This is an optimization exercise on Yosys and OpenROAD, whose aim is small area, a short achievable clock period and few clock cycles, not a production implementation. In this exercise RTL edits were held to simulation tests only and were not proved equivalent to the original. No activity file was given, so power comes from the tool's default toggle rates.

File: flow/run.sh
#!/bin/bash
# synth_recipe.tcl (not shown) runs the flow's synth.tcl, then flattens the netlist and writes it again
# the make line also repeats each setting of config.mk as NAME=value (left out here)
make -C /OpenROAD-flow-scripts/flow DESIGN_CONFIG=/design/flow/config.mk WORK_HOME=/design/flow/orfs CLKGATE_MAP_FILE= SYNTH_SCRIPT=/design/flow/synth_recipe.tcl finish
File: flow/config.mk
export PLATFORM = sky130hd
export DESIGN_NAME = lz4crc
export DESIGN_NICKNAME = lz4crc
export VERILOG_FILES = /design/flow/design.v
export SDC_FILE = /design/flow/constraint.sdc
export NUM_CORES = 4
export LEC_CHECK = 0
export CAP_MARGIN = 20
export CORE_MARGIN = 2
export CORE_UTILIZATION = 40
export SLEW_MARGIN = 20
File: flow/constraint.sdc
create_clock -name core_clock -period 8.0 [get_ports {clk}]
set_input_delay 1.6000 -clock core_clock [delete_from_list [all_inputs] [get_ports {clk}]]
set_output_delay 1.6000 -clock core_clock [all_outputs]
set_load 0.01 [all_outputs]
File: flow/design.v
module lz4crc (
    input  wire        clk,
    input  wire        rst,             
    input  wire        cmd_valid,
    output wire        cmd_ready,
    input  wire [7:0]  cmd_op,
    input  wire [31:0] cmd_src,
    input  wire [31:0] cmd_len,
    input  wire [31:0] cmd_dst,
    input  wire [31:0] cmd_cap,
    output reg         done,
    output reg  [7:0]  status,
    output reg  [31:0] result,
    output wire        mem_req,
    output wire        mem_we,
    output wire [29:0] mem_addr,
    output wire [3:0]  mem_wstrb,
    output wire [31:0] mem_wdata,
    input  wire        mem_gnt,
    input  wire        mem_rvalid,
    input  wire [31:0] mem_rdata
);
    localparam [7:0] ST_OK           = 8'h01;
    localparam [7:0] ST_SRC_OVERRUN  = 8'h20;
    localparam [7:0] ST_DST_OVERRUN  = 8'h21;
    localparam [7:0] ST_BAD_OFFSET   = 8'h22;
    localparam [7:0] ST_ILLEGAL_OP   = 8'h30;
    localparam [7:0] ST_BAD_RANGE    = 8'h31;
    localparam [7:0] ST_UNAVAILABLE  = 8'h32;
    localparam [4:0] S_IDLE   = 5'd0,
                     S_CHECK  = 5'd1,
                     S_RREQ   = 5'd2,    
                     S_RWAIT  = 5'd3,    
                     S_WREQ   = 5'd4,    
                     S_CRC    = 5'd5,    
                     S_CRC_B  = 5'd6,    
                     S_TOK    = 5'd7,    
                     S_TOK_B  = 5'd8,
                     S_LEXT   = 5'd9,    
                     S_LEXT_B = 5'd10,
                     S_LCHK   = 5'd11,   
                     S_LIT    = 5'd12,   
                     S_LIT_B  = 5'd13,
                     S_END    = 5'd14,   
                     S_OFF0_B = 5'd16,   
                     S_OFF1   = 5'd17,
                     S_OFF1_B = 5'd18,
                     S_MEXT   = 5'd19,
                     S_MEXT_B = 5'd20,
                     S_MCHK   = 5'd21,   
                     S_MCOPY  = 5'd22,   
                     S_MCOPY_B= 5'd23;
    reg [4:0]  state;
    reg [4:0]  ret_state;       
    reg [7:0]  op_r;
    reg [31:0] src_r, len_r, dst_r, cap_r;
    reg [31:0] ip;              
    reg [31:0] opos;            
    reg [31:0] crc;
    reg [3:0]  mnib;            
    reg [32:0] acc;             
    reg [15:0] offset;
    reg [31:0] cnt;             
    reg [31:0] addr;            
    reg [7:0]  rbyte;           
    reg [7:0]  wbyte;           
    function [31:0] crc_byte;
        input [31:0] c;
        input [7:0]  b;
        integer k;
        reg [31:0] x;
        begin
            x = c ^ {24'd0, b};
            for (k = 0; k < 8; k = k + 1)
                x = (x >> 1) ^ (x[0] ? 32'h82F63B78 : 32'd0);
            crc_byte = x;
        end
    endfunction
    wire        is_crc  = (op_r >= 8'h01) && (op_r <= 8'h04);
    wire        is_comp = (op_r == 8'h10);
    wire        is_dec  = (op_r == 8'h11);
    wire [32:0] src_end = {1'b0, src_r} + {1'b0, len_r};
    wire [32:0] dst_end = {1'b0, dst_r} + {1'b0, cap_r};
    wire        src_wrap = src_end[32] && (src_end[31:0] != 32'd0);
    wire        dst_wrap = dst_end[32] && (dst_end[31:0] != 32'd0);
    wire        overlap  = (len_r != 32'd0) && (cap_r != 32'd0) &&
                           ({1'b0, src_r} < dst_end) && ({1'b0, dst_r} < src_end);
    wire        src_empty = (ip == len_r);
    wire [31:0] src_left  = len_r - ip;
    wire [31:0] dst_left  = cap_r - opos;
    wire [32:0] acc_next  = acc + {25'd0, rbyte};
    wire [33:0] mlen      = {1'b0, acc} + 34'd4;
    assign mem_req   = (state == S_RREQ) || (state == S_WREQ);
    assign mem_we    = (state == S_WREQ);
    assign mem_addr  = addr[31:2];
    assign mem_wstrb = (state == S_WREQ) ? (4'b0001 << addr[1:0]) : 4'b0000;
    assign mem_wdata = {4{wbyte}};
    assign cmd_ready = (state == S_IDLE);
    wire [7:0] rd_lane = mem_rdata[8*addr[1:0] +: 8];
    always @(posedge clk) begin
        if (rst) begin
            state  <= S_IDLE;
            done   <= 1'b0;
            status <= 8'h00;
            result <= 32'd0;
        end else begin
            done <= 1'b0;
            case (state)
                S_IDLE: begin
                    if (cmd_valid) begin
                        op_r  <= cmd_op;
                        src_r <= cmd_src;
                        len_r <= cmd_len;
                        dst_r <= cmd_dst;
                        cap_r <= cmd_cap;
                        state <= S_CHECK;
                    end
                end
                S_CHECK: begin
                    ip   <= 32'd0;
                    opos <= 32'd0;
                    crc  <= 32'hFFFFFFFF;
                    if (is_crc) begin
                        if (src_wrap) finish(ST_BAD_RANGE, 32'd0);
                        else          state <= S_CRC;
                    end else if (is_comp) begin
                        finish(ST_UNAVAILABLE, 32'd0);
                    end else if (is_dec) begin
                        if (src_wrap || dst_wrap || overlap) finish(ST_BAD_RANGE, 32'd0);
                        else                                  state <= S_TOK;
                    end else begin
                        finish(ST_ILLEGAL_OP, 32'd0);
                    end
                end
                S_RREQ: if (mem_gnt) state <= S_RWAIT;
                S_RWAIT: if (mem_rvalid) begin
                    rbyte <= rd_lane;
                    state <= ret_state;
                end
                S_WREQ: if (mem_gnt) begin
                    opos  <= opos + 32'd1;
                    state <= ret_state;
                end
                S_CRC: begin
                    if (src_empty) finish(ST_OK, ~crc);
                    else read_src(S_CRC_B);
                end
                S_CRC_B: begin
                    crc   <= crc_byte(crc, rbyte);
                    state <= S_CRC;
                end
                S_TOK: begin
                    if (src_empty) finish(ST_SRC_OVERRUN, 32'd0);
                    else read_src(S_TOK_B);
                end
                S_TOK_B: begin
                    mnib  <= rbyte[3:0];
                    acc   <= {29'd0, rbyte[7:4]};
                    state <= (rbyte[7:4] == 4'hF) ? S_LEXT : S_LCHK;
                end
                S_LEXT: begin
                    if (src_empty) finish(ST_SRC_OVERRUN, 32'd0);
                    else read_src(S_LEXT_B);
                end
                S_LEXT_B: begin
                    acc   <= (acc_next < acc) ? {33{1'b1}} : acc_next;
                    state <= (rbyte == 8'hFF) ? S_LEXT : S_LCHK;
                end
                S_LCHK: begin
                    if (acc > {1'b0, src_left})      finish(ST_SRC_OVERRUN, 32'd0);
                    else if (acc > {1'b0, dst_left}) finish(ST_DST_OVERRUN, 32'd0);
                    else begin
                        cnt   <= acc[31:0];
                        state <= S_LIT;
                    end
                end
                S_LIT: begin
                    if (cnt == 32'd0) state <= S_END;
                    else read_src(S_LIT_B);
                end
                S_LIT_B: begin
                    cnt <= cnt - 32'd1;
                    write_dst(rbyte, S_LIT);
                end
                S_END: begin
                    if (src_empty) finish(ST_OK, opos);
                    else read_src(S_OFF0_B);
                end
                S_OFF0_B: begin
                    offset[7:0] <= rbyte;
                    state       <= S_OFF1;
                end
                S_OFF1: begin
                    if (src_empty) finish(ST_SRC_OVERRUN, 32'd0);
                    else read_src(S_OFF1_B);
                end
                S_OFF1_B: begin
                    offset[15:8] <= rbyte;
                    acc          <= {29'd0, mnib};
                    state        <= (mnib == 4'hF) ? S_MEXT : S_MCHK;
                end
                S_MEXT: begin
                    if (src_empty) finish(ST_SRC_OVERRUN, 32'd0);
                    else read_src(S_MEXT_B);
                end
                S_MEXT_B: begin
                    acc   <= (acc_next < acc) ? {33{1'b1}} : acc_next;
                    state <= (rbyte == 8'hFF) ? S_MEXT : S_MCHK;
                end
                S_MCHK: begin
                    if (offset == 16'd0 || {16'd0, offset} > opos)
                        finish(ST_BAD_OFFSET, 32'd0);
                    else if (mlen > {2'b00, dst_left})
                        finish(ST_DST_OVERRUN, 32'd0);
                    else begin
                        cnt   <= mlen[31:0];
                        state <= S_MCOPY;
                    end
                end
                S_MCOPY: begin
                    if (cnt == 32'd0) state <= S_TOK;
                    else begin
                        addr      <= dst_r + opos - {16'd0, offset};
                        ret_state <= S_MCOPY_B;
                        state     <= S_RREQ;
                    end
                end
                S_MCOPY_B: begin
                    cnt <= cnt - 32'd1;
                    write_dst(rbyte, S_MCOPY);
                end
                default: state <= S_IDLE;
            endcase
        end
    end
    task finish;
        input [7:0]  code;
        input [31:0] value;
        begin
            status <= code;
            result <= value;
            done   <= 1'b1;
            state  <= S_IDLE;
        end
    endtask
    task read_src;
        input [4:0] nxt;
        begin
            addr      <= src_r + ip;
            ip        <= ip + 32'd1;
            ret_state <= nxt;
            state     <= S_RREQ;
        end
    endtask
    task write_dst;
        input [7:0] b;
        input [4:0] nxt;
        begin
            addr      <= dst_r + opos;
            wbyte     <= b;
            ret_state <= nxt;
            state     <= S_WREQ;
        end
    endtask
endmodule
==> results.txt <==
[registers in the layout, summed over array words and instances (netlist names), 8 cells and up]
signal,flops
op_r,8
addr,32
src_r,32
acc,33
offset,16
ip,32
len_r,32
wbyte,8
result,32
rbyte,8
dst_r,32
cnt,32
crc,32
cap_r,32
opos,32
[worst reg2reg max path, delay by kind of cell, from the launching register on]
family / cells / cell delay, ns
muxes: 1 / 0.21
and+or+nand+nor: 3 / 0.54
buffers and inverters: 5 / 0.83
AOI/OAI and AO/OA: 15 / 4.32
adders and majority gates: 3 / 0.77
xor gates and xnor gates: 1 / 0.09
DFF: 1 / 0.43
[per-stage QoR]
step	instance area, um2	total power [W]	std cells	setup WS, ns
final	41600	0.00629	5349	0.741
after global routing	41600	0.00652	5349	0.143
after CTS	41600	0.00629	5349	0.846
after detailed placement	40000	0.00401	5261	0.876
after global placement	40000	0.00400	5261	1.03
after floorplan	36300	0.00345	3948	1.02
[kinds of logic after synthesis]
kind of cell | after synthesis
flip-flops | 412
AO/OA/AOI/OAI | 1064
AND/OR/NAND/NOR | 1241
buffers and inverters | 374
adder cells (fa/ha/maj) | 416
other | 1
XOR/XNOR | 383
multiplexers | 54
[synth_stat cells, types with 39 or more instances]
master / instances / area share
nand4_1: 94 / 0.016
nand2b_1: 73 / 0.013
xor2_1: 127 / 0.031
o21a_1: 46 / 0.0095
nand3_1: 100 / 0.014
xnor2_1: 256 / 0.062
nor2_1: 287 / 0.030
a21o_1: 113 / 0.023
nor2b_1: 49 / 0.0084
and3_1: 41 / 0.0071
o21ai_0: 218 / 0.030
nor4_1: 54 / 0.0093
ha_1: 408 / 0.14
buf_4: 58 / 0.012
nand2_1: 271 / 0.028
dfxtp_1: 42 / 0.023
edfxtp_1: 370 / 0.31
inv_1: 192 / 0.020
mux2i_1: 40 / 0.011
a21oi_1: 264 / 0.036
o22ai_1: 40 / 0.0069
nor3_1: 106 / 0.015
clkbuf_1: 102 / 0.011
o211ai_1: 39 / 0.0081
a211oi_1: 43 / 0.0089
[area by class of cell]
type,instances,area [um2],area share
multi-input combinational,3162,22800,0.547
timing repair buffer,319,3120,0.0750
inverter,192,721,0.0173
sequential,412,12000,0.287
clock inverter,35,310,0.00746
tap,1176,1470,0.0354
clock buffer,53,1260,0.0303
[how the worst max path moves through the flow]
stage	to	startpoint	depth (start not counted)	slack, ns
finish	result[18]	len_r[0]	28	0.74
global route	result[27]	len_r[0]	28	0.14
CTS	result[18]	len_r[0]	28	0.85
detailed placement	result[18]	len_r[0]	28	0.88
global placement	result[31]	len_r[0]	27	1.03
floorplan	cnt[0]	len_r[0]	24	1.02
[power groups by stage]
stage	sequential, W	combinational (W)	clock [W]
after CTS	0.00248	0.00149	0.00232
after detailed placement	0.00252	0.00148	0
after global routing	0.00248	0.00166	0.00239
final	0.00248	0.00153	0.00227
after global placement	0.00252	0.00148	0
after floorplan	0.00247	0.000976	0
[per-layer routing]
metal,wire [um],track usage,vias to the layer above
met5,0,0,-
met4,4060,0.0765,0
met3,11300,0.0387,193
met2,60700,0.447,1526
met1,60600,0.406,15700
li1,-,-,15100
==> results.txt <==
- Outcome: timing/DRC/antenna clean
- Antenna violations before repair: 2
- Part of the power in combinational logic: 0.244
- Largest family of logic cells by synthesized area: compound AO/OA/AOI/OAI gates
- R2R Setup Slk: 0.74 ns
- MaxCap Viol Count: 0
- Worst R2R Path Depth: 28
- Share of cells above drive strength 1: 0.0563
- Post-route ant nets: 0
- XOR/XNOR Fraction of Synth Area: 0.0923
- Hold Path Depth: 2
- IO Pins: 283
- Synth Area per Inst: 9.21 um2
- Fin. Hold Viols: 0
- DR DRC count: 0
- Commonest non-fill, non-tap cell in the layout: ha_1
- Post-synthesis mux area share: 0.0185
- Crit path kind: reg -> reg
- Die span in x: 305 um
- Most frequent cells in the layout: 408 x ha_1, 370 x edfxtp_1, 282 x nor2_1
- Num CTS Buffers: 50
- Ant diodes: 0
- Clock root cell: clkbuf_16
- Final HPWL DP: 110 mm
- Starting Density: 0.404
- Crit Reg-Reg Startpoint: len_r[0]
- CP endpoint kind: register
- Worst-Margin Slew: 1.12 ns
- Vias: 32600
- Nets: 4726
- Fmax: 138 MHz
- Fraction of the mapped netlist area in adder cells: 0.145
- Post-layout util: 0.462
- Ys Warns: 1
- Htree depth: 2
- Worst slew margin: 0.251
- RePlAce Congestion: 0.997
- GRT Total Usage: 0.283
- CP Max Fanout: 27
- Number of global-route vias before repair: 30000
- Clock latency at the later pin of the worst-skew pair: 0.63 ns
- Endpoints failing setup: 0
- Area Growth Syn to Fin: 14.6%
- Mapped Area: 36300 um2
- Critical R2R Capture: result[18]
- Hold bufs inserted after CTS: 0
- Final max-slew violation count: 0
- Pint: 0.00424 W
- DR pass1 iterations: 6
- RSZ-0062 raised after global routing: false
- Sw Ratio: 0.325
- Worst VDD drop: 153 uV
- Data required, critical path: 8.55 ns
- Reg clk slew, reported paths: 0.06 ns
- # rows: 110
- Leakage power total: 15.8 nW
- Setup Skew: 0.0353 ns
- CTS tree: done
- # port buffers: 278
- Die area: 93200 um2
- CTS max path bufs: 3
- Final Cycle Share: 0.907
- CP delay by family, top: compound AO/OA/AOI/OAI gates
- CP max stage delay: 0.70 ns
- Register share of total power: 0.394
- GRT overflow: 0
- Post-synth EDFFs: 370
- Resized cells post-CTS: 0
- Largest net degree at the start of global routing: 88
- Synth Flop Type: edfxtp_1
- Fillers: 8698
- Number of setup buffers added after CTS: 0
- Post-synthesis sequential area ratio: 0.329
- Post-Synth Simple-Gate Area: 0.176
- Min Clock Period, post-route: 7.26 ns
- Compound-Gate Fraction of Synth Area: 0.193
- Worst path slowest cell: a2111oi_0
- Hold Startpoint: result[14]
- Clock Sinks: 412
- Hold slack final: 0.480 ns
- Hold path endpoint: result[14]
- Critical path launch point type: register
- Setup TNS: 0 ns
- CP Buf/Inv Count: 5
- Avg WL per Cell: 25.6 um
- Core area: 90000 um2
- Syn Inst Count: 3945
- DRT iter0 DRCs: 3600
- Pwr/cell area: 151 nW/um2
- Synth cell types: 109
- P_sw: 0.00204 W
- Vias per cell: 6.09
- Die Y: 305 um
- Yosys reg bits: 412
- Total routed wirelength: 137 mm
- Async SR Flop Fraction: 0
- Clock power share: 0.362
- Hold/Removal Path Class: reg -> reg
- CP arrival: 7.81 ns
- First-pass GRT wire length: 199 mm
Testbench counts, summed over its fixed seeds: cycles 684,729.

-- what the ideal ports hide --
Ports are ideal in the flow. The routed layout listed here was re-timed in OpenROAD. Step 1: set_driving_cell puts a clkbuf_16 on clk and a buf_2 on each other input, an assumption about the parent block. Step 2 also shifts input and output timing later by t, the mid clock arrival at the registers, as if the neighbouring blocks saw the same clock. Slacks: no drivers / after step 1 / after step 2; pairs: no drivers / after step 1.
t, ns: 0.680
slack for setup (ns): 0.741 / 0.741 / 0.741
clock arrival spread, ns: 0.037 / 0.037
cell pins on the clock port's net: 1
After both steps this run still meets setup and hold. For this run, drivers alone change the setup slack by 0.000 ns; drivers and shift together by 0.000 ns.
